What follows belongs to an exercise in optimizing a design on an open flow for small area, a short achievable clock period and few clock cycles per item; a production flow would make more cautious choices. The RTL was checked by simulation tests, not by an equivalence proof against the original design.

// zi_lea128
module zi_lea128 (
    input  wire         clk,
    input  wire         rst,           
    input  wire         in_valid,
    output wire         in_ready,
    input  wire         in_decrypt,    
    input  wire [127:0] in_key,
    input  wire [127:0] in_block,
    output reg          out_valid,
    output wire [127:0] out_block
);
    localparam [2:0] S_IDLE = 3'd0,
                     S_KEY  = 3'd1,    
                     S_ENC  = 3'd2,
                     S_DEC  = 3'd3,
                     S_KLD  = 3'd4;    
    reg [2:0]  state;
    reg [4:0]  rnd;
    reg [31:0] x0, x1, x2, x3;         
    reg [31:0] t0, t1, t2, t3;         
    reg [31:0] c0, c1, c2, c3;         
    reg        kvalid;                 
    reg    rdy;                        
    assign in_ready = rdy;
    wire   in_fire  = in_valid && in_ready;
    wire [31:0] kw0 = {in_key[103:96], in_key[111:104], in_key[119:112], in_key[127:120]};
    wire [31:0] kw1 = {in_key[71:64], in_key[79:72], in_key[87:80], in_key[95:88]};
    wire [31:0] kw2 = {in_key[39:32], in_key[47:40], in_key[55:48], in_key[63:56]};
    wire [31:0] kw3 = {in_key[7:0], in_key[15:8], in_key[23:16], in_key[31:24]};
    wire [31:0] bw0 = {in_block[103:96], in_block[111:104], in_block[119:112], in_block[127:120]};
  ...
For scale: ~4500 cells after synthesis, ~390 I/O pins, roughly 39000 sq um of cells after synthesis.
==> flow/config.mk <==
export PLATFORM = sky130hd
export DESIGN_NAME = zi_lea128
export DESIGN_NICKNAME = zi_lea128
export VERILOG_FILES = /design/flow/design.v
export SDC_FILE = /design/flow/constraint.sdc
export NUM_CORES = 4
export LEC_CHECK = 0
export ABC_AREA = 0
export CAP_MARGIN = 20
export CORE_MARGIN = 2
export CORE_UTILIZATION = 40
export CTS_BUF_LIST = sky130_fd_sc_hd__clkbuf_8
export PLACE_DENSITY = 0.7
export SETUP_SLACK_MARGIN = 5
export SLEW_MARGIN = 20
==> flow/constraint.sdc <==
create_clock -name core_clock -period 12.0 [get_ports {clk}]
set_input_delay 2.4000 -clock core_clock [delete_from_list [all_inputs] [get_ports {clk}]]
set_output_delay 2.4000 -clock core_clock [all_outputs]
set_load 0.01 [all_outputs]
standard.sh (not shown) runs the stock make flow with config.mk's settings and CLKGATE_MAP_FILE= SYNTH_SCRIPT=/design/flow/synth_recipe.tcl, a recipe that flattens the netlist after the stock synthesis.
==> flow/flow/run.sh <==
#!/bin/bash
# The standard layout (standard.sh: standard synthesis, then ORFS to
# finish), with one change: the buffer that ORFS puts on every input and
# output port is the platform's smallest buffer, buf_1, rather than the cell
# buffer_ports picks on its own (clkdlybuf4s50_1). The repair steps after it
# still resize port buffers where timing, slew or load call for it.
set -euo pipefail
export BUFFER_PORTS_ARGS="-buffer_cell sky130_fd_sc_hd__buf_1"
bash standard.sh > standard.log 2>&1
Testbench counts at the start, summed over its fixed seeds: cycles 21,200, blocks 768.
Next try:
--- a/flow/design.v
+++ b/flow/design.v
@@ -89,37 +89,22 @@
     wire [31:0] g1 = {a1[2:0],  a1[31:3]};         
     wire [31:0] g2 = {a2[5:0],  a2[31:6]};         
     wire [31:0] g3 = {a3[10:0], a3[31:11]};        
     wire [31:0] r0 = {t0[30:0], t0[31]};
     wire [31:0] r1 = {t1[28:0], t1[31:29]};
     wire [31:0] r2 = {t2[25:0], t2[31:26]};
     wire [31:0] r3 = {t3[20:0], t3[31:21]};
-    wire [31:0] e_s0 = addsk(x0 ^ t0, x1 ^ t1, 1'b0);
-    wire [31:0] e_s1 = addsk(x1 ^ t2, x2 ^ t1, 1'b0);
-    wire [31:0] e_s2 = addsk(x2 ^ t3, x3 ^ t1, 1'b0);
+    wire [31:0] e_s0 = (x0 ^ t0) + (x1 ^ t1);
+    wire [31:0] e_s1 = (x1 ^ t2) + (x2 ^ t1);
+    wire [31:0] e_s2 = (x2 ^ t3) + (x3 ^ t1);
     wire [31:0] e_y0 = {e_s0[22:0], e_s0[31:23]};    
     wire [31:0] e_y1 = {e_s1[4:0],  e_s1[31:5]};     
     wire [31:0] e_y2 = {e_s2[2:0],  e_s2[31:3]};     
     wire [31:0] k12  = r1 ^ r2;
     wire [31:0] k13  = r1 ^ r3;
-    function [31:0] addsk(input [31:0] x, input [31:0] y, input ci);
-        reg [32:0] g, p;
-        integer l, i;
-        begin
-            g = {x & y, ci};
-            p = {x ^ y, 1'b0};
-            for (l = 0; l < 6; l = l + 1)
-                for (i = 0; i < 33; i = i + 1)
-                    if (i[l]) begin
-                        g[i] = g[i] | (p[i] & g[((i >> l) << l) - 1]);
-                        p[i] = p[i] & p[((i >> l) << l) - 1];
-                    end
-            addsk = x ^ y ^ g[31:0];
-        end
-    endfunction
     function [31:0] subks(input [31:0] x, input [31:0] y);
         reg [32:0] g, p, gn, pn;
         integer l, i;
         begin
             g = {x & ~y, 1'b1};
             p = {x ^ ~y, 1'b0};
             for (l = 1; l < 33; l = l * 2) begin
Outcome:
- setup slack improves by 0.034 ns
- synthesized cell count went up by about 4%
- core utilization climbs by 0.42 points
- via count goes up by 4.2%
- design area went up by about 3%
- count of clock-buffer cells in the layout went down by 8
- critical path depth decreases by 1
- synthesized area grows by about 2%
- hold slack gets worse by 0.0049 ns
- flip-flop and latch count stays the same
- routed wire length rises by 4.2%
- clock skew is lower by 0.039 ns
Testbench counts after the change, summed over its fixed seeds: cycles 21,200, blocks 768.


== run a ==
The RTL this note starts from:
==> flow/design.v <==
module zi_lea128 (
    input  wire         clk,
    input  wire         rst,           
    input  wire         in_valid,
    output wire         in_ready,
    input  wire         in_decrypt,    
    input  wire [127:0] in_key,
    input  wire [127:0] in_block,
    output reg          out_valid,
    output wire [127:0] out_block
);
    localparam [2:0] S_IDLE = 3'd0,
                     S_KEY  = 3'd1,    
                     S_ENC  = 3'd2,
                     S_DEC  = 3'd3,
                     S_KLD  = 3'd4;    
    reg [2:0]  state;
    reg [4:0]  rnd;
    reg [31:0] x0, x1, x2, x3;         
    reg [31:0] t0, t1, t2, t3;         
    reg [31:0] c0, c1, c2, c3;         
    reg        kvalid;                 
    reg    rdy;                        
    assign in_ready = rdy;
    wire   in_fire  = in_valid && in_ready;
    wire [31:0] kw0 = {in_key[103:96], in_key[111:104], in_key[119:112], in_key[127:120]};
    wire [31:0] kw1 = {in_key[71:64], in_key[79:72], in_key[87:80], in_key[95:88]};
    wire [31:0] kw2 = {in_key[39:32], in_key[47:40], in_key[55:48], in_key[63:56]};
    wire [31:0] kw3 = {in_key[7:0], in_key[15:8], in_key[23:16], in_key[31:24]};
    wire [31:0] bw0 = {in_block[103:96], in_block[111:104], in_block[119:112], in_block[127:120]};
    wire [31:0] bw1 = {in_block[71:64], in_block[79:72], in_block[87:80], in_block[95:88]};
    wire [31:0] bw2 = {in_block[39:32], in_block[47:40], in_block[55:48], in_block[63:56]};
    wire [31:0] bw3 = {in_block[7:0], in_block[15:8], in_block[23:16], in_block[31:24]};
    assign out_block = {x0[7:0], x0[15:8], x0[23:16], x0[31:24],
                        x1[7:0], x1[15:8], x1[23:16], x1[31:24],
                        x2[7:0], x2[15:8], x2[23:16], x2[31:24],
                        x3[7:0], x3[15:8], x3[23:16], x3[31:24]};
    wire hit = kvalid && ({kw0[0],    kw0[31:1],  kw1[2:0],  kw1[31:3],
                           kw2[5:0],  kw2[31:6],  kw3[10:0], kw3[31:11]}
                          == {t0, t1, t2, t3});
    reg [31:0] dc;
    always @(*) begin
        case (rnd)
            5'd0:  dc = 32'hc3efe9db;
            5'd1:  dc = 32'h88c4d604;
            5'd2:  dc = 32'he789f229;
            5'd3:  dc = 32'hc6f98763;
            5'd4:  dc = 32'h3efe9dbc;
            5'd5:  dc = 32'h8c4d6048;
            5'd6:  dc = 32'h789f229e;
            5'd7:  dc = 32'h6f98763c;
            5'd8:  dc = 32'hefe9dbc3;
            5'd9:  dc = 32'hc4d60488;
            5'd10: dc = 32'h89f229e7;
            5'd11: dc = 32'hf98763c6;
            5'd12: dc = 32'hfe9dbc3e;
            5'd13: dc = 32'h4d60488c;
            5'd14: dc = 32'h9f229e78;
            5'd15: dc = 32'h98763c6f;
            5'd16: dc = 32'he9dbc3ef;
            5'd17: dc = 32'hd60488c4;
            5'd18: dc = 32'hf229e789;
            5'd19: dc = 32'h8763c6f9;
            5'd20: dc = 32'h9dbc3efe;
            5'd21: dc = 32'h60488c4d;
            5'd22: dc = 32'h229e789f;
            default: dc = 32'h763c6f98;
        endcase
    end
    wire        bwd = (state == S_DEC);
    wire [31:0] d0 = dc                    ^ {32{bwd}};
    wire [31:0] d1 = {dc[30:0], dc[31]}    ^ {32{bwd}};
    wire [31:0] d2 = {dc[29:0], dc[31:30]} ^ {32{bwd}};
    wire [31:0] d3 = {dc[28:0], dc[31:29]} ^ {32{bwd}};
    wire [31:0] a0 = t0 + d0 + {31'd0, bwd};
    wire [31:0] a1 = t1 + d1 + {31'd0, bwd};
    wire [31:0] a2 = t2 + d2 + {31'd0, bwd};
    wire [31:0] a3 = t3 + d3 + {31'd0, bwd};
    wire [31:0] f0 = {a0[30:0], a0[31]};           
    wire [31:0] f1 = {a1[28:0], a1[31:29]};        
    wire [31:0] f2 = {a2[25:0], a2[31:26]};        
    wire [31:0] f3 = {a3[20:0], a3[31:21]};        
    wire [31:0] g0 = {a0[0],    a0[31:1]};         
    wire [31:0] g1 = {a1[2:0],  a1[31:3]};         
    wire [31:0] g2 = {a2[5:0],  a2[31:6]};         
    wire [31:0] g3 = {a3[10:0], a3[31:11]};        
    wire [31:0] r0 = {t0[30:0], t0[31]};
    wire [31:0] r1 = {t1[28:0], t1[31:29]};
    wire [31:0] r2 = {t2[25:0], t2[31:26]};
    wire [31:0] r3 = {t3[20:0], t3[31:21]};
    wire [31:0] e_s0 = (x0 ^ f0) + (x1 ^ f1);
    wire [31:0] e_s1 = (x1 ^ f2) + (x2 ^ f1);
    wire [31:0] e_s2 = (x2 ^ f3) + (x3 ^ f1);
    wire [31:0] e_y0 = {e_s0[22:0], e_s0[31:23]};    
    wire [31:0] e_y1 = {e_s1[4:0],  e_s1[31:5]};     
    wire [31:0] e_y2 = {e_s2[2:0],  e_s2[31:3]};     
    wire [31:0] k12  = r1 ^ r2;
    wire [31:0] k13  = r1 ^ r3;
    function [31:0] subks(input [31:0] x, input [31:0] y);
        reg [32:0] g, p, gn, pn;
        integer l, i;
        begin
            g = {x & ~y, 1'b1};
            p = {x ^ ~y, 1'b0};
            for (l = 1; l < 33; l = l * 2) begin
                gn = g;
                pn = p;
                for (i = 0; i < 33; i = i + 1)
                    if (i >= l) begin
                        gn[i] = g[i] | (p[i] & g[i - l]);
                        pn[i] = p[i] & p[i - l];
                    end
                g = gn;
                p = pn;
            end
            subks = x ^ ~y ^ g[31:0];
        end
    endfunction
    wire [31:0] d_m0 = subks({x0[8:0],  x0[31:9]},  x3 ^ r0);     
    wire [31:0] d_m1 = subks({x1[26:0], x1[31:27]}, d_m0 ^ k12);  
    wire [31:0] d_m2 = subks({x2[28:0], x2[31:29]}, d_m1 ^ k13);  
    wire [31:0] d_y1 = d_m0 ^ r1;
    wire [31:0] d_y2 = d_m1 ^ r1;
    wire [31:0] d_y3 = d_m2 ^ r1;
    always @(posedge clk) begin
        case (state)
            S_IDLE: begin
                {x0, x1, x2, x3} <= {bw0, bw1, bw2, bw3};
                if (in_valid) begin
                    if (in_decrypt && hit)
                        {t0, t1, t2, t3} <= {c0, c1, c2, c3};
                    else
                        {t0, t1, t2, t3} <= {kw0, kw1, kw2, kw3};
                end
            end
            S_KEY: begin
                {t0, t1, t2, t3} <= {f0, f1, f2, f3};
                if (rnd == 5'd23)
                    {c0, c1, c2, c3} <= {a0, a1, a2, a3};
            end
            S_KLD: begin
                {t0, t1, t2, t3} <= {c0, c1, c2, c3};
            end
            S_ENC: begin
                {t0, t1, t2, t3} <= {f0, f1, f2, f3};
                {x0, x1, x2, x3} <= {e_y0, e_y1, e_y2, x0};
            end
            default: begin  
                {t0, t1, t2, t3} <= {g0, g1, g2, g3};
                {x0, x1, x2, x3} <= {x3, d_y1, d_y2, d_y3};
            end
        endcase
    end
    always @(posedge clk) begin
        if (rst) begin
            state     <= S_IDLE;
            rdy       <= 1'b1;
            rnd       <= 5'd0;
            out_valid <= 1'b0;
            kvalid    <= 1'b0;
        end else begin
            out_valid <= 1'b0;
            case (state)
                S_IDLE: begin
                    if (in_fire) begin
                        kvalid <= 1'b0;
                        rdy    <= 1'b0;
                        if (!in_decrypt) begin
                            rnd   <= 5'd0;
                            state <= S_ENC;
                        end else if (hit) begin
                            rnd   <= 5'd23;
                            state <= S_DEC;
                        end else begin
                            rnd   <= 5'd0;
                            state <= S_KEY;
                        end
                    end
                end
                S_KEY: begin
                    if (rnd == 5'd23) begin
                        state <= S_KLD;           
                    end else begin
                        rnd <= rnd + 5'd1;
                    end
                end
                S_KLD: begin
                    state <= S_DEC;
                end
                S_ENC: begin
                    rnd <= rnd + 5'd1;
                    if (rnd == 5'd23) begin
                        out_valid <= 1'b1;
                        rdy       <= 1'b1;
                        state     <= S_IDLE;
                    end
                end
                default: begin  
                    rnd <= rnd - 5'd1;
                    if (rnd == 5'd0) begin
                        out_valid <= 1'b1;
                        kvalid    <= 1'b1;
                        rdy       <= 1'b1;
                        state     <= S_IDLE;
                    end
                end
            endcase
        end
    end
endmodule
clock: 12.0 ns
lec_check: 0
abc_area: 1
cap_margin: 20
core_margin: 2
core_utilization: 40
setup_slack_margin: 5
slew_margin: 20
Scripts as last shown in full above: flow/flow/run.sh
Run a has completed all stages; timing, DRC and antenna checks passed.
Testbench counts of run a, summed over its fixed seeds: cycles 21,283, blocks 768.
Here is what was changed in the inputs of run b compared with run a.
--- a/flow/design.v
+++ b/flow/design.v
@@ -71,12 +71,17 @@
     wire [31:0] d0 = dc                    ^ {32{bwd}};
     wire [31:0] d1 = {dc[30:0], dc[31]}    ^ {32{bwd}};
     wire [31:0] d2 = {dc[29:0], dc[31:30]} ^ {32{bwd}};
     wire [31:0] d3 = {dc[28:0], dc[31:29]} ^ {32{bwd}};
-    wire [31:0] a0 = t0 + d0 + {31'd0, bwd};
-    wire [31:0] a1 = t1 + d1 + {31'd0, bwd};
-    wire [31:0] a2 = t2 + d2 + {31'd0, bwd};
-    wire [31:0] a3 = t3 + d3 + {31'd0, bwd};
+    wire        idle = (state == S_IDLE);
+    wire [31:0] u0 = idle ? kw0 : t0;
+    wire [31:0] u1 = idle ? kw1 : t1;
+    wire [31:0] u2 = idle ? kw2 : t2;
+    wire [31:0] u3 = idle ? kw3 : t3;
+    wire [31:0] a0 = u0 + d0 + {31'd0, bwd};
+    wire [31:0] a1 = u1 + d1 + {31'd0, bwd};
+    wire [31:0] a2 = u2 + d2 + {31'd0, bwd};
+    wire [31:0] a3 = u3 + d3 + {31'd0, bwd};
     wire [31:0] f0 = {a0[30:0], a0[31]};           
     wire [31:0] f1 = {a1[28:0], a1[31:29]};        
     wire [31:0] f2 = {a2[25:0], a2[31:26]};        
     wire [31:0] f3 = {a3[20:0], a3[31:21]};        
@@ -87,11 +92,11 @@
     wire [31:0] r0 = {t0[30:0], t0[31]};
     wire [31:0] r1 = {t1[28:0], t1[31:29]};
     wire [31:0] r2 = {t2[25:0], t2[31:26]};
     wire [31:0] r3 = {t3[20:0], t3[31:21]};
-    wire [31:0] e_s0 = (x0 ^ f0) + (x1 ^ f1);
-    wire [31:0] e_s1 = (x1 ^ f2) + (x2 ^ f1);
-    wire [31:0] e_s2 = (x2 ^ f3) + (x3 ^ f1);
+    wire [31:0] e_s0 = (x0 ^ t0) + (x1 ^ t1);
+    wire [31:0] e_s1 = (x1 ^ t2) + (x2 ^ t1);
+    wire [31:0] e_s2 = (x2 ^ t3) + (x3 ^ t1);
     wire [31:0] e_y0 = {e_s0[22:0], e_s0[31:23]};    
     wire [31:0] e_y1 = {e_s1[4:0],  e_s1[31:5]};     
     wire [31:0] e_y2 = {e_s2[2:0],  e_s2[31:3]};     
     wire [31:0] k12  = r1 ^ r2;
@@ -125,14 +130,12 @@
     always @(posedge clk) begin
         case (state)
             S_IDLE: begin
                 {x0, x1, x2, x3} <= {bw0, bw1, bw2, bw3};
-                if (in_valid) begin
-                    if (in_decrypt && hit)
-                        {t0, t1, t2, t3} <= {c0, c1, c2, c3};
-                    else
-                        {t0, t1, t2, t3} <= {kw0, kw1, kw2, kw3};
-                end
+                if (in_decrypt && hit)
+                    {t0, t1, t2, t3} <= {c0, c1, c2, c3};
+                else
+                    {t0, t1, t2, t3} <= {f0, f1, f2, f3};    
             end
             S_KEY: begin
                 {t0, t1, t2, t3} <= {f0, f1, f2, f3};
                 if (rnd == 5'd23)
@@ -161,19 +164,19 @@
         end else begin
             out_valid <= 1'b0;
             case (state)
                 S_IDLE: begin
+                    kvalid <= 1'b0;
                     if (in_fire) begin
-                        kvalid <= 1'b0;
                         rdy    <= 1'b0;
                         if (!in_decrypt) begin
-                            rnd   <= 5'd0;
+                            rnd   <= 5'd1;
                             state <= S_ENC;
                         end else if (hit) begin
                             rnd   <= 5'd23;
                             state <= S_DEC;
                         end else begin
-                            rnd   <= 5'd0;
+                            rnd   <= 5'd1;
                             state <= S_KEY;
                         end
                     end
                 end
@@ -186,19 +189,21 @@
                 end
                 S_KLD: begin
                     state <= S_DEC;
                 end
-                S_ENC: begin
+                S_ENC: begin              
                     rnd <= rnd + 5'd1;
-                    if (rnd == 5'd23) begin
+                    if (rnd == 5'd24) begin
+                        rnd       <= 5'd0;
                         out_valid <= 1'b1;
                         rdy       <= 1'b1;
                         state     <= S_IDLE;
                     end
                 end
                 default: begin  
                     rnd <= rnd - 5'd1;
                     if (rnd == 5'd0) begin
+                        rnd       <= 5'd0;
                         out_valid <= 1'b1;
                         kvalid    <= 1'b1;
                         rdy       <= 1'b1;
                         state     <= S_IDLE;
Findings:
From run a to run b the numbers moved as follows: worst hold slack now sits lower; cell count after synthesis has increased; sequential element share of the synthesized area went down by 2.3 points; total length of routed met2 wires now sits lower; cell area after placement moved down.
Run b closes out successfully: all stages finished, all timing, DRC and antenna checks passed.
Testbench counts of run b, summed over its fixed seeds: cycles 21,200, blocks 768.

what the ideal ports hide:
The flow's constraints put no driver on any port. The routed layouts listed below were extracted and timed again, unchanged, in two steps. Step 1: set_driving_cell puts a clkbuf_16 on clk and a buf_2 on each other input, an assumption about the parent block. Step 2 also shifts input and output timing later by t, the mid clock arrival at the registers, as if the neighbouring blocks saw the same clock. Three values: ideal ports, drivers, drivers and shift; two values: the first two.
run | t (ns) | slack for setup (ns) | worst data-port slew with drivers (ns) | cell pins on the clock port's net
the first run of note 1 | 0.814 | 5.116 / 5.116 / 4.870 | 0.18 | 1
the second run of note 1 | 0.835 | 5.150 / 5.150 / 4.465 | 0.11 | 1
run a | 0.756 | 5.143 / 5.143 / 4.532 | 0.08 | 1
run b | 0.754 | 5.059 / 5.059 / 4.934 | 0.15 | 1
After both steps every run listed still meets setup and hold. The setup slack of the second run of note 1, which loses most, moves by 0.000 ns with the drivers and by -0.685 ns with both steps.
